Context: an optimization exercise on an open-source flow, tuned for small area. The choices shown serve that exercise and are no tape-out recipe.
Function was checked by simulation only, so behaviour that the tests miss may differ from the original.
The flow treats the clock pin as an ideal source. Dropping or thinning the clock tree relies on that and would not hold on a real chip.

==> inputs of run a <==
==> flow/design.v <==
module illum_rdcmd (
    input  wire         clk,
    input  wire         rst,           
    input  wire         in_valid,
    input  wire [7:0]   in_data,
    output wire         out_valid,
    output reg  [2:0]   out_err,
    output reg  [2:0]   out_rc,        
    output wire [7:0]   out_head_bcd,  
    output wire [7:0]   out_bcc        
);
    reg [4:0] q;
    reg       first;     
    reg [6:0] head;      
    reg       hc;        
    reg       syn;
    reg       au;
    reg       neg;       
    reg [2:0] s;
    reg       eq;
    reg [1:0] fq;
    wire       q_hi   = q[4] & q[3];             
    wire       q_zero = (q == 5'd0);
    wire       q_one  = (q == 5'd1);
    wire [4:0] q_dec  = {q[4] & (q[3] | q[2] | q[1] | q[0]),
                         q[3] ^ ~(q[2] | q[1] | q[0]),
                         q[2] ^ ~(q[1] | q[0]),
                         q[1] ^ ~q[0],
                         ~q[0]};
    wire [3:0] d      = in_data[3:0];
    wire       hi3    = (in_data[7:4] == 4'h3);
    wire       isdig  = hi3 & ~(d[3] & (d[2] | d[1]));
    wire       isdot  = (in_data == 8'h2E);
    wire       issign = (in_data == 8'h2B) || (in_data == 8'h2D);
    wire       dnz    = |d;
    wire       d9     = d[3] & d[0];
    wire       len_gt = in_data[7] | in_data[6] | in_data[5] | (in_data[4] & |in_data[3:0]);
    wire       bad_op = |in_data[7:1];
    wire [2:0] s_inc  = {s[2] | (s[1] & s[0]), s[1] ^ s[0] | (s[2] & s[1]), ~s[0] | (s[2] & s[1])};
    wire       thr9   = (s == 3'd2 && fq != 2'd3) || (s == 3'd3 && fq == 2'd1);
    reg  [7:0] au_ch;
    always @(*) begin
        case (q[1:0])
            2'd0:    au_ch = "a";
            2'd3:    au_ch = "u";
            2'd2:    au_ch = "t";
            default: au_ch = "o";
        endcase
    end
    always @(posedge clk) begin
        if (rst) begin
            q <= 5'd31;
        end else if (!in_valid) begin
            if (q_zero) q <= 5'd31;
        end else if (q_zero) begin
            q <= 5'd30;
        end else if (q_hi & ~q[1] & ~q[0]) begin
            q <= len_gt ? 5'd0 : in_data[4:0];
        end else begin
            q <= q_dec;
        end
    end
    always @(posedge clk) begin
        if (in_valid) begin
            if (q_zero | (q_hi & q[1] & q[0]))
                head <= in_data[6:0] | {in_data[7], in_data[7], 2'b00, in_data[7], 2'b00};
            if (q_hi & q[1] & ~q[0]) begin
                syn  <= bad_op;
                hc   <= in_data[0];
            end
            if (q_hi & ~q[1] & q[0]) begin
                syn  <= syn | bad_op;
                hc   <= hc ^ in_data[0];
            end
            if (q_hi & ~q[1] & ~q[0]) begin
                first <= 1'b1;
                au    <= (in_data == 8'd4) | len_gt | syn;
                neg   <= len_gt | syn;
                s     <= 3'd0;
                eq    <= 1'b0;
                fq    <= 2'd0;
            end
            if (~q_hi & ~q_zero) begin
                first <= 1'b0;
                au    <= au & (neg | (in_data == au_ch));
                if (isdig) begin
                    if (fq == 2'd0) begin
                        if (s == 3'd0) begin
                            if (!dnz) eq <= 1'b1;
                            else begin
                                s  <= {1'b0, d[3] | d[2] | (d[1] & d[0]), ~(d[3] | d[2] | (d[1] & d[0]))};
                                eq <= (d == 4'd2);
                            end
                        end else begin
                            s <= s_inc;
                            if (!d9) eq <= 1'b0;
                        end
                    end else begin
                        fq <= {fq[1] | fq[0], fq[1] | ~fq[0]};
                        if (s == 3'd0) begin
                            if (dnz) begin s <= 3'd1; eq <= 1'b0; end
                            else eq <= 1'b1;
                        end else if (eq) begin
                            if (thr9) begin
                                if (!d9) eq <= 1'b0;
                            end else if (dnz) begin
                                s  <= s_inc;
                                eq <= 1'b0;
                            end
                        end
                    end
                    if (neg && dnz) s <= 3'd7;
                end else if (isdot) begin
                    if (fq != 2'd0) syn <= 1'b1;
                    fq <= 2'd1;
                end else if (first && issign) begin
                    neg <= neg | in_data[2];
                end else begin
                    syn <= 1'b1;
                end
            end
        end
    end
    function [3:0] a3(input [3:0] x);
        a3 = {x[3] | (x[2] & (x[1] | x[0])),
              (x[2] & ~x[1] & ~x[0]) | (x[3] & x[0]),
              (x[1] & (~x[2] | x[0])) | (x[3] & ~x[0]),
              (~x[3] & ~x[2] & x[0]) | (x[2] & x[1] & ~x[0]) | (x[3] & ~x[0])};
    endfunction
    wire [3:0] c1 = a3({1'b0, head[6:4]});
    wire [3:0] c2 = a3({c1[2:0], head[3]});
    wire [3:0] c3 = a3({c2[2:0], head[2]});
    wire [3:0] c4 = a3({c3[2:0], head[1]});
    wire [3:0] h_tens = {c1[3], c2[3], c3[3], c4[3]};
    wire [3:0] h_ones = {c4[2:0], head[0]};
    wire       h_big  = head[6] & head[5] & (head[4] | head[3] | head[2]);
    wire       dig    = (s != 3'd0) | eq;
    wire       is_auto = au & ~neg;
    always @(*) begin
        case (s)
            3'd3:    out_rc = 3'd2;
            3'd4:    out_rc = 3'd3;
            3'd5:    out_rc = 3'd4;
            3'd6:    out_rc = 3'd5;
            default: out_rc = 3'd1;
        endcase
        if (is_auto) out_rc = 3'd0;
        if (au & neg)                   out_err = syn ? 3'd1 : 3'd2;
        else if (!is_auto && (syn || !dig)) out_err = 3'd3;
        else if (!is_auto && s == 3'd7) out_err = 3'd4;
        else if (h_big)                 out_err = 3'd5;
        else                            out_err = 3'd0;
    end
    assign out_valid    = q_zero;
    assign out_head_bcd = {h_tens, h_ones};
    assign out_bcc      = {{4{out_err[0]}}, h_tens ^ h_ones ^ {3'd0, hc} ^ {1'b0, out_rc}};
endmodule
==> flow/flow/run.sh <==
#!/bin/bash
# Own layout flow: the standard ORFS flow (standard.sh), with changes that
# only affect how small the layout comes out:
#  - synthesis is synth_recipe.tcl with an area-oriented ABC script
#    (flow/synth.tcl, flow/abc.script), and adders are left to ABC instead of
#    being mapped to half/full-adder cells; registers are mapped before ABC,
#    so they are the standard synthesis's;
#  - every port gets the smallest buffer (buf_1);
#  - CTS adds no dummy loads, and flow/post_cts.tcl drops the root clock
#    buffer (the clock port drives the two leaf buffers) and sizes each leaf
#    buffer to the smallest clkbuf that keeps the flip-flop clock slew low.
# All make output goes to flow_make.log; ORFS keeps each step's log under
# orfs/logs.
set -euo pipefail
export OWN_WORK_DIR=$PWD
export OWN_FLOW_DIR=$PWD/flow
export OWN_CLK_SLEW=0.115
bash standard.sh SYNTH_SCRIPT=$OWN_FLOW_DIR/synth.tcl ADDER_MAP_FILE= \
  "BUFFER_PORTS_ARGS=-buffer_cell sky130_fd_sc_hd__buf_1" \
  "CTS_ARGS=-sink_clustering_enable -repair_clock_nets -dont_use_dummy_load" \
  POST_CTS_TCL=$OWN_FLOW_DIR/post_cts.tcl \
  finish > $PWD/flow_make.log 2>&1
==> flow/flow/abc.script <==
strash
balance -l; resub -K 6 -l; rewrite -l; resub -K 6 -N 2 -l; refactor -l; resub -K 8 -l; balance -l; resub -K 8 -N 2 -l; rewrite -l; resub -K 10 -l; rewrite -z -l; resub -K 10 -N 2 -l; balance -l; resub -K 12 -l; refactor -z -l; resub -K 12 -N 2 -l; rewrite -z -l; balance -l
balance -l; resub -K 6 -l; rewrite -l; resub -K 6 -N 2 -l; refactor -l; resub -K 8 -l; balance -l; resub -K 8 -N 2 -l; rewrite -l; resub -K 10 -l; rewrite -z -l; resub -K 10 -N 2 -l; balance -l; resub -K 12 -l; refactor -z -l; resub -K 12 -N 2 -l; rewrite -z -l; balance -l
balance -l; resub -K 6 -l; rewrite -l; resub -K 6 -N 2 -l; refactor -l; resub -K 8 -l; balance -l; resub -K 8 -N 2 -l; rewrite -l; resub -K 10 -l; rewrite -z -l; resub -K 10 -N 2 -l; balance -l; resub -K 12 -l; refactor -z -l; resub -K 12 -N 2 -l; rewrite -z -l; balance -l
&get -n
&dch -f
&nf -R 1000
&put
topo
==> flow/flow/post_cts.tcl <==
# Trim the clock tree CTS built (a root buffer driving two leaf buffers):
# the clock port drives the leaf buffers itself, and each leaf buffer is the
# smallest clkbuf whose slew at its flip-flops stays under OWN_CLK_SLEW (ns).
set block [ord::get_db_block]
set clknet [$block findNet clk]
set roots [get_cells clkbuf_0_*]
if {[llength $roots] == 1} {
  set root [$block findInst [get_full_name $roots]]
  set mid [[$root findITerm X] getNet]
  foreach it [$mid getITerms] {
    if {[$it getInst] != $root} {
      $it disconnect
      $it connect $clknet
    }
  }
  foreach it [$root getITerms] { $it disconnect }
  odb::dbInst_destroy $root
  odb::dbNet_destroy $mid
  puts "own flow: removed root clock buffer"
}
foreach leaf [get_cells clkbuf_1_*] {
  foreach size {2 4 8 16} {
    replace_cell $leaf sky130_fd_sc_hd__clkbuf_$size
    estimate_parasitics -placement
    set worst 0
    set net [get_nets -of_objects [get_pins -of_objects $leaf -filter "direction == output"]]
    foreach pin [get_pins -of_objects $net -filter "direction == input"] {
      set s [get_property $pin slew_max]
      if {$s > $worst} { set worst $s }
    }
    puts "own flow: [get_full_name $leaf] clkbuf_$size slew $worst"
    if {$worst < $::env(OWN_CLK_SLEW)} break
  }
}
detailed_placement
check_placement -verbose
==> flow/flow/synth.tcl <==
# The standard synthesis (synth_recipe.tcl), with one change: the final ABC
# mapping of the combinational logic uses flow/abc.script, an area-oriented
# script, instead of ORFS's. Registers are mapped before ABC runs, so they are
# the same as in the standard synthesis.
proc abc {args} {
  set i [lsearch -exact $args -script]
  if {$i >= 0} {
    lset args [expr {$i + 1}] $::env(OWN_FLOW_DIR)/abc.script
  }
  puts "own flow: abc $args"
  yosys abc {*}$args
}
source $::env(OWN_WORK_DIR)/synth_recipe.tcl
==> flow/standard.sh <==
#!/bin/bash
# synth_recipe.tcl (not shown) runs the flow's synth.tcl, then flattens the netlist and writes it again
# the make line also repeats each setting of config.mk as NAME=value (left out here)
make -C /OpenROAD-flow-scripts/flow DESIGN_CONFIG=/design/flow/config.mk WORK_HOME=/design/flow/orfs CLKGATE_MAP_FILE= SYNTH_SCRIPT=/design/flow/synth_recipe.tcl "${@:-finish}"
==> flow/config.mk <==
export PLATFORM = sky130hd
export DESIGN_NAME = illum_rdcmd
export DESIGN_NICKNAME = illum_rdcmd
export VERILOG_FILES = /design/flow/design.v
export SDC_FILE = /design/flow/constraint.sdc
export NUM_CORES = 4
export LEC_CHECK = 0
export CAP_MARGIN = 20
export CORE_MARGIN = 2
export CORE_UTILIZATION = 40
export SLEW_MARGIN = 20
==> flow/constraint.sdc <==
create_clock -name core_clock -period 90.0 [get_ports {clk}]
set_input_delay 18.0000 -clock core_clock [delete_from_list [all_inputs] [get_ports {clk}]]
set_output_delay 18.0000 -clock core_clock [all_outputs]
set_load 0.01 [all_outputs]
==> inputs of run b, as changes to run a <==
--- a/flow/design.v
+++ b/flow/design.v
@@ -11,13 +11,13 @@
 );
     reg [4:0] q;
-    reg       first;     
     reg [6:0] head;      
     reg       hc;        
     reg       syn;
-    reg       au;
     reg       neg;       
     reg [2:0] s;
     reg       eq;
     reg [1:0] fq;
+    wire       first  = (s == 3'd0) & (fq == 2'd0) & ~eq;
+    wire       intp   = (s == 3'd0) ? ~fq[0] : (fq == 2'd0);
     wire       q_hi   = q[4] & q[3];             
     wire       q_zero = (q == 5'd0);
@@ -40,4 +40,5 @@
     wire       thr9   = (s == 3'd2 && fq != 2'd3) || (s == 3'd3 && fq == 2'd1);
     reg  [7:0] au_ch;
+    wire       au_ok = (in_data == au_ch);
     always @(*) begin
         case (q[1:0])
@@ -74,16 +75,12 @@
             end
             if (q_hi & ~q[1] & ~q[0]) begin
-                first <= 1'b1;
-                au    <= (in_data == 8'd4) | len_gt | syn;
                 neg   <= len_gt | syn;
                 s     <= 3'd0;
-                eq    <= 1'b0;
+                eq    <= syn;
                 fq    <= 2'd0;
             end
             if (~q_hi & ~q_zero) begin
-                first <= 1'b0;
-                au    <= au & (neg | (in_data == au_ch));
                 if (isdig) begin
-                    if (fq == 2'd0) begin
+                    if (intp) begin
                         if (s == 3'd0) begin
                             if (!dnz) eq <= 1'b1;
@@ -91,4 +88,5 @@
                                 s  <= {1'b0, d[3] | d[2] | (d[1] & d[0]), ~(d[3] | d[2] | (d[1] & d[0]))};
                                 eq <= (d == 4'd2);
+                                fq <= 2'd0;
                             end
                         end else begin
@@ -97,14 +95,16 @@
                         end
                     end else begin
-                        fq <= {fq[1] | fq[0], fq[1] | ~fq[0]};
                         if (s == 3'd0) begin
                             if (dnz) begin s <= 3'd1; eq <= 1'b0; end
                             else eq <= 1'b1;
-                        end else if (eq) begin
-                            if (thr9) begin
-                                if (!d9) eq <= 1'b0;
-                            end else if (dnz) begin
-                                s  <= s_inc;
-                                eq <= 1'b0;
+                        end else begin
+                            fq <= {fq[1] | fq[0], fq[1] | ~fq[0]};
+                            if (eq) begin
+                                if (thr9) begin
+                                    if (!d9) eq <= 1'b0;
+                                end else if (dnz) begin
+                                    s  <= s_inc;
+                                    eq <= 1'b0;
+                                end
                             end
                         end
@@ -112,11 +112,14 @@
                     if (neg && dnz) s <= 3'd7;
                 end else if (isdot) begin
-                    if (fq != 2'd0) syn <= 1'b1;
+                    if (!intp) begin syn <= 1'b1; eq <= 1'b0; end
                     fq <= 2'd1;
                 end else if (first && issign) begin
                     neg <= neg | in_data[2];
+                    fq  <= 2'd2;
                 end else begin
                     syn <= 1'b1;
+                    eq  <= first & au_ok & (q == 5'd4);
                 end
+                if (syn) eq <= eq & (neg | au_ok);
             end
         end
@@ -136,5 +139,5 @@
     wire       h_big  = head[6] & head[5] & (head[4] | head[3] | head[2]);
     wire       dig    = (s != 3'd0) | eq;
-    wire       is_auto = au & ~neg;
+    wire       is_auto = syn & eq & ~neg;
     always @(*) begin
         case (s)
@@ -146,5 +149,6 @@
         endcase
         if (is_auto) out_rc = 3'd0;
-        if (au & neg)                   out_err = syn ? 3'd1 : 3'd2;
+        if (syn & eq & neg)             out_err = 3'd1;
+        else if (first & neg)           out_err = 3'd2;
         else if (!is_auto && (syn || !dig)) out_err = 3'd3;
         else if (!is_auto && s == 3'd7) out_err = 3'd4;
--- a/flow/flow/run.sh
+++ b/flow/flow/run.sh
@@ -2,8 +2,11 @@
 # Own layout flow: the standard ORFS flow (standard.sh), with changes that
 # only affect how small the layout comes out:
-#  - synthesis is synth_recipe.tcl with an area-oriented ABC script
-#    (flow/synth.tcl, flow/abc.script), and adders are left to ABC instead of
-#    being mapped to half/full-adder cells; registers are mapped before ABC,
-#    so they are the standard synthesis's;
+#  - synthesis is synth_recipe.tcl except for the final ABC mapping of the
+#    combinational logic (flow/synth.tcl): it tries each flow/abc_*.script
+#    (area-oriented scripts, most with ABC's SAT-based &deepsyn at a fixed
+#    seed and a bounded number of steps) and keeps the smallest netlist.
+#    Adders are left to ABC instead of being mapped to half/full-adder
+#    cells. Registers are mapped before ABC, so they are the standard
+#    synthesis's;
 #  - every port gets the smallest buffer (buf_1);
 #  - CTS adds no dummy loads, and flow/post_cts.tcl drops the root clock
==> flow/flow/abc_base.script (new file) <==
strash
balance -l; resub -K 6 -l; rewrite -l; resub -K 6 -N 2 -l; refactor -l; resub -K 8 -l; balance -l; resub -K 8 -N 2 -l; rewrite -l; resub -K 10 -l; rewrite -z -l; resub -K 10 -N 2 -l; balance -l; resub -K 12 -l; refactor -z -l; resub -K 12 -N 2 -l; rewrite -z -l; balance -l
balance -l; resub -K 6 -l; rewrite -l; resub -K 6 -N 2 -l; refactor -l; resub -K 8 -l; balance -l; resub -K 8 -N 2 -l; rewrite -l; resub -K 10 -l; rewrite -z -l; resub -K 10 -N 2 -l; balance -l; resub -K 12 -l; refactor -z -l; resub -K 12 -N 2 -l; rewrite -z -l; balance -l
balance -l; resub -K 6 -l; rewrite -l; resub -K 6 -N 2 -l; refactor -l; resub -K 8 -l; balance -l; resub -K 8 -N 2 -l; rewrite -l; resub -K 10 -l; rewrite -z -l; resub -K 10 -N 2 -l; balance -l; resub -K 12 -l; refactor -z -l; resub -K 12 -N 2 -l; rewrite -z -l; balance -l
&get -n
&dch -f
&nf -R 1000
&put
topo
==> flow/flow/abc_deepsyn.template (new file) <==
strash
balance -l; resub -K 6 -l; rewrite -l; resub -K 6 -N 2 -l; refactor -l; resub -K 8 -l; balance -l; resub -K 8 -N 2 -l; rewrite -l; resub -K 10 -l; rewrite -z -l; resub -K 10 -N 2 -l; balance -l; resub -K 12 -l; refactor -z -l; resub -K 12 -N 2 -l; rewrite -z -l; balance -l
balance -l; resub -K 6 -l; rewrite -l; resub -K 6 -N 2 -l; refactor -l; resub -K 8 -l; balance -l; resub -K 8 -N 2 -l; rewrite -l; resub -K 10 -l; rewrite -z -l; resub -K 10 -N 2 -l; balance -l; resub -K 12 -l; refactor -z -l; resub -K 12 -N 2 -l; rewrite -z -l; balance -l
&get -n
&deepsyn -J @J@ -T 900 -S @S@
&put
balance -l; resub -K 6 -l; rewrite -l; resub -K 6 -N 2 -l; refactor -l; resub -K 8 -l; balance -l; resub -K 8 -N 2 -l; rewrite -l; resub -K 10 -l; rewrite -z -l; resub -K 10 -N 2 -l; balance -l; resub -K 12 -l; refactor -z -l; resub -K 12 -N 2 -l; rewrite -z -l; balance -l
&get -n
&dch -f
&nf -R 1000
&put
topo
==> flow/flow/synth.tcl (replaced) <==
# The standard synthesis (synth_recipe.tcl), with one change: the final ABC
# mapping of the combinational logic. Instead of ORFS's script, it tries
# flow/abc_base.script and flow/abc_deepsyn.template (ABC's SAT-based
# &deepsyn, filled in with each fixed seed and step bound listed below) on the
# same netlist and keeps the smallest result. Registers are mapped before ABC
# runs, so they are the same as in the standard synthesis.
set ::own_tries {}
foreach s {0 1 2 3 4 5 6 7 8 9 10 11 12 13 14 15} { lappend ::own_tries [list $s 100] }
foreach s {0 1 2 3 4 5 6 7} { lappend ::own_tries [list $s 300] }

proc own_area {lib} {
  set f $::env(OWN_WORK_DIR)/own_abc_stat.txt
  yosys tee -q -o $f stat -liberty $lib
  set fh [open $f]
  set area 0.0
  set bufs 0.0
  foreach line [split [read $fh] "\n"] {
    if {[regexp {Chip area for module.*:\s+([0-9.]+)} $line -> a]} { set area $a }
    if {[regexp {^\s+[0-9]+\s+([0-9.]+)\s+sky130_fd_sc_hd__buf_\d+} $line -> a]} { set bufs [expr {$bufs + $a}] }
  }
  close $fh
  # ABC's buffers are removed again at floorplan, so they do not count
  return [expr {$area - $bufs}]
}

proc own_scripts {} {
  set dir $::env(OWN_WORK_DIR)/own_abc
  file mkdir $dir
  set scripts [list $::env(OWN_FLOW_DIR)/abc_base.script]
  set fh [open $::env(OWN_FLOW_DIR)/abc_deepsyn.template]
  set tmpl [read $fh]
  close $fh
  foreach t $::own_tries {
    lassign $t s j
    set name $dir/abc_deepsyn_J${j}_S${s}.script
    set fh [open $name w]
    puts -nonewline $fh [string map [list @S@ $s @J@ $j] $tmpl]
    close $fh
    lappend scripts $name
  }
  return $scripts
}

proc abc {args} {
  set i [lsearch -exact $args -script]
  set lib [lindex $args [expr {[lsearch -exact $args -liberty] + 1}]]
  if {$i < 0} { yosys abc {*}$args; return }
  yosys design -save own_pre_abc
  set best ""
  set best_area 0
  foreach sc [own_scripts] {
    yosys design -load own_pre_abc
    lset args [expr {$i + 1}] $sc
    yosys abc {*}$args
    set a [own_area $lib]
    puts "own flow: [file tail $sc] area $a"
    if {$best eq "" || $a < $best_area} { set best $sc; set best_area $a }
  }
  puts "own flow: keeping [file tail $best] (area $best_area)"
  yosys design -load own_pre_abc
  lset args [expr {$i + 1}] $best
  yosys abc {*}$args
}
source $::env(OWN_WORK_DIR)/synth_recipe.tcl
removed: flow/flow/abc.script
==> inputs of run c, as changes to run a <==
--- a/flow/design.v
+++ b/flow/design.v
@@ -15,5 +15,4 @@
     reg       hc;        
     reg       syn;
-    reg       au;
     reg       neg;       
     reg [2:0] s;
@@ -40,4 +39,5 @@
     wire       thr9   = (s == 3'd2 && fq != 2'd3) || (s == 3'd3 && fq == 2'd1);
     reg  [7:0] au_ch;
+    wire       au_ok = (in_data == au_ch);
     always @(*) begin
         case (q[1:0])
@@ -75,13 +75,11 @@
             if (q_hi & ~q[1] & ~q[0]) begin
                 first <= 1'b1;
-                au    <= (in_data == 8'd4) | len_gt | syn;
                 neg   <= len_gt | syn;
                 s     <= 3'd0;
-                eq    <= 1'b0;
+                eq    <= syn;
                 fq    <= 2'd0;
             end
             if (~q_hi & ~q_zero) begin
                 first <= 1'b0;
-                au    <= au & (neg | (in_data == au_ch));
                 if (isdig) begin
                     if (fq == 2'd0) begin
@@ -112,5 +110,5 @@
                     if (neg && dnz) s <= 3'd7;
                 end else if (isdot) begin
-                    if (fq != 2'd0) syn <= 1'b1;
+                    if (fq != 2'd0) begin syn <= 1'b1; eq <= 1'b0; end
                     fq <= 2'd1;
                 end else if (first && issign) begin
@@ -118,5 +116,7 @@
                 end else begin
                     syn <= 1'b1;
+                    eq  <= first & au_ok & (q == 5'd4);
                 end
+                if (syn) eq <= eq & (neg | au_ok);
             end
         end
@@ -136,5 +136,5 @@
     wire       h_big  = head[6] & head[5] & (head[4] | head[3] | head[2]);
     wire       dig    = (s != 3'd0) | eq;
-    wire       is_auto = au & ~neg;
+    wire       is_auto = syn & eq & ~neg;
     always @(*) begin
         case (s)
@@ -146,5 +146,6 @@
         endcase
         if (is_auto) out_rc = 3'd0;
-        if (au & neg)                   out_err = syn ? 3'd1 : 3'd2;
+        if (syn & eq & neg)             out_err = 3'd1;
+        else if (first & neg)           out_err = 3'd2;
         else if (!is_auto && (syn || !dig)) out_err = 3'd3;
         else if (!is_auto && s == 3'd7) out_err = 3'd4;
--- a/flow/flow/run.sh
+++ b/flow/flow/run.sh
@@ -3,5 +3,6 @@
 # only affect how small the layout comes out:
 #  - synthesis is synth_recipe.tcl with an area-oriented ABC script
-#    (flow/synth.tcl, flow/abc.script), and adders are left to ABC instead of
+#    (flow/synth.tcl, flow/abc.script, which includes a bounded SAT-based
+#    &deepsyn pass), and adders are left to ABC instead of
 #    being mapped to half/full-adder cells; registers are mapped before ABC,
 #    so they are the standard synthesis's;
==> flow/flow/abc.script (replaced) <==
strash
balance -l; resub -K 6 -l; rewrite -l; resub -K 6 -N 2 -l; refactor -l; resub -K 8 -l; balance -l; resub -K 8 -N 2 -l; rewrite -l; resub -K 10 -l; rewrite -z -l; resub -K 10 -N 2 -l; balance -l; resub -K 12 -l; refactor -z -l; resub -K 12 -N 2 -l; rewrite -z -l; balance -l
balance -l; resub -K 6 -l; rewrite -l; resub -K 6 -N 2 -l; refactor -l; resub -K 8 -l; balance -l; resub -K 8 -N 2 -l; rewrite -l; resub -K 10 -l; rewrite -z -l; resub -K 10 -N 2 -l; balance -l; resub -K 12 -l; refactor -z -l; resub -K 12 -N 2 -l; rewrite -z -l; balance -l
&get -n
&deepsyn -v -J 100 -T 200
&put
balance -l; resub -K 6 -l; rewrite -l; resub -K 6 -N 2 -l; refactor -l; resub -K 8 -l; balance -l; resub -K 8 -N 2 -l; rewrite -l; resub -K 10 -l; rewrite -z -l; resub -K 10 -N 2 -l; balance -l; resub -K 12 -l; refactor -z -l; resub -K 12 -N 2 -l; rewrite -z -l; balance -l
&get -n
&dch -f
&nf -R 1000
&put
topo
==> results.sh <==
export IMPL_result_of_the_run="no timing/DRC/antenna violations"
export IMPL_final_period_minus_worst_setup_slack_ns=20.49
export IMPL_sh_seq_area_pct=32.24
export IMPL_synthTopCellsByCount="sky130_fd_sc_hd__nor2_1, sky130_fd_sc_hd__nand2_1, sky130_fd_sc_hd__a21oi_1"
export IMPL_grt_met1_usage_pct=25.23
export IMPL_worst_skew_pair_late_latency_ns=0.16
export IMPL_final_net_count=254
export IMPL_clock_power_uw=4.01
export IMPL_hold_slack_final_ns=0.5427
export IMPL_numClockSinks=21
export IMPL_post_synth_top_area_fraction_pct=29.49
export IMPL_fp_coreArea_um2=3971
export IMPL_routed_wirelength_normalized_by_instance_count_um=13.96
export IMPL_postLayoutSetupSlackWorst_ns=69.51
export IMPL_crit_path_start="head[5]$_DFFE_PP_"
export IMPL_arrival_ns=2.49
export IMPL_seq_cells=21
[end of results for run b]
==> results.sh <==
export IMPL_final_period_minus_worst_setup_slack_ns=20.22
export IMPL_clock_skew_final_ns=0.01850
export IMPL_hold_slack_final_ns=0.5008
export IMPL_ys_top_cells_by_area="sky130_fd_sc_hd__edfxtp_1, sky130_fd_sc_hd__nand2_1, sky130_fd_sc_hd__dfxtp_1"
export IMPL_grt_met1_usage_pct=22.15
export IMPL_numClockSinks=22
export IMPL_postLayoutSetupSlackWorst_ns=69.78
export IMPL_sh_seq_area_pct=33.75
export IMPL_crit_path_start="head[1]$_DFFE_PP_"
export IMPL_worst_skew_pair_late_latency_ns=0.16
export IMPL_final_hold_fails=0
export IMPL_combinational_family_with_the_most_area_after_synthesis="simple AND/OR/NAND/NOR gates"
export IMPL_seq_cells=22
export IMPL_yosysUniqueCellTypes=40
export IMPL_dp_cells=284
export IMPL_fp_coreArea_um2=3971
export IMPL_result_of_the_run="no timing/DRC/antenna violations"
export IMPL_arrival_ns=2.22
export IMPL_final_net_count=249
export IMPL_synthTopCellsByCount="sky130_fd_sc_hd__nand2_1, sky130_fd_sc_hd__nor2_1, sky130_fd_sc_hd__edfxtp_1"
export IMPL_power_frac_clock_pct=16.0
[end of results for run c]
==> results.sh <==
export IMPL_result_of_the_run="no timing/DRC/antenna violations"
export IMPL_power_frac_clock_pct=15.9
export IMPL_worst_skew_pair_late_latency_ns=0.17
export IMPL_clock_power_uw=4.28
export IMPL_routed_wirelength_normalized_by_instance_count_um=13.98
export IMPL_final_net_count=260
export IMPL_crit_path_start="head[4]$_DFFE_PP_"
export IMPL_hold_slack_final_ns=0.5097
export IMPL_arrival_ns=3.63
export IMPL_synthTopCellsByCount="sky130_fd_sc_hd__nand2_1, sky130_fd_sc_hd__a21oi_1, sky130_fd_sc_hd__nor2_1"
export IMPL_multiInputGateArea_um2=999.7
export IMPL_fp_coreArea_um2=4058
export IMPL_post_synth_top_area_fraction_pct=31.58
export IMPL_sh_seq_area_pct=34.04
export IMPL_numClockSinks=23
export IMPL_postLayoutSetupSlackWorst_ns=68.37
export IMPL_grt_met1_usage_pct=25.48
export IMPL_seq_cells=23
[end of results for run a]

==> port drivers added, routing unchanged <==
How much do the figures lean on ideal ports? The routed layouts below were timed once more, with nothing changed but the port constraints.
Step 1 (the two cells are an assumption about what drives the block):
set clk [get_ports {clk}]
set_driving_cell -lib_cell sky130_fd_sc_hd__clkbuf_16 $clk
set_driving_cell -lib_cell sky130_fd_sc_hd__buf_2 [delete_from_list [all_inputs] $clk]
Step 2, shift: input delay + t, output delay - t, t = (earliest + latest rising clock arrival at the registers) / 2. This alone moves slack from input paths to output paths.
Three values: ideal, step 1, step 2; two values: the first two.
run | t (ns) | slack for setup (ns) | hold WS [ns] | worst data-port slew with drivers (ns) | pins driven straight from the clock port
run a | 0.188 | 68.367 / 68.335 / 68.523 | 0.510 / 0.510 / 0.510 | 0.03 | 2
run b | 0.182 | 69.510 / 69.478 / 69.660 | 0.543 / 0.543 / 0.543 | 0.03 | 2
run c | 0.182 | 69.777 / 69.744 / 69.613 | 0.501 / 0.501 / 0.501 | 0.03 | 2
After both steps setup and hold are still met in every run listed. For run c, which loses most, drivers alone change the setup slack by -0.033 ns; drivers and shift together by -0.164 ns.
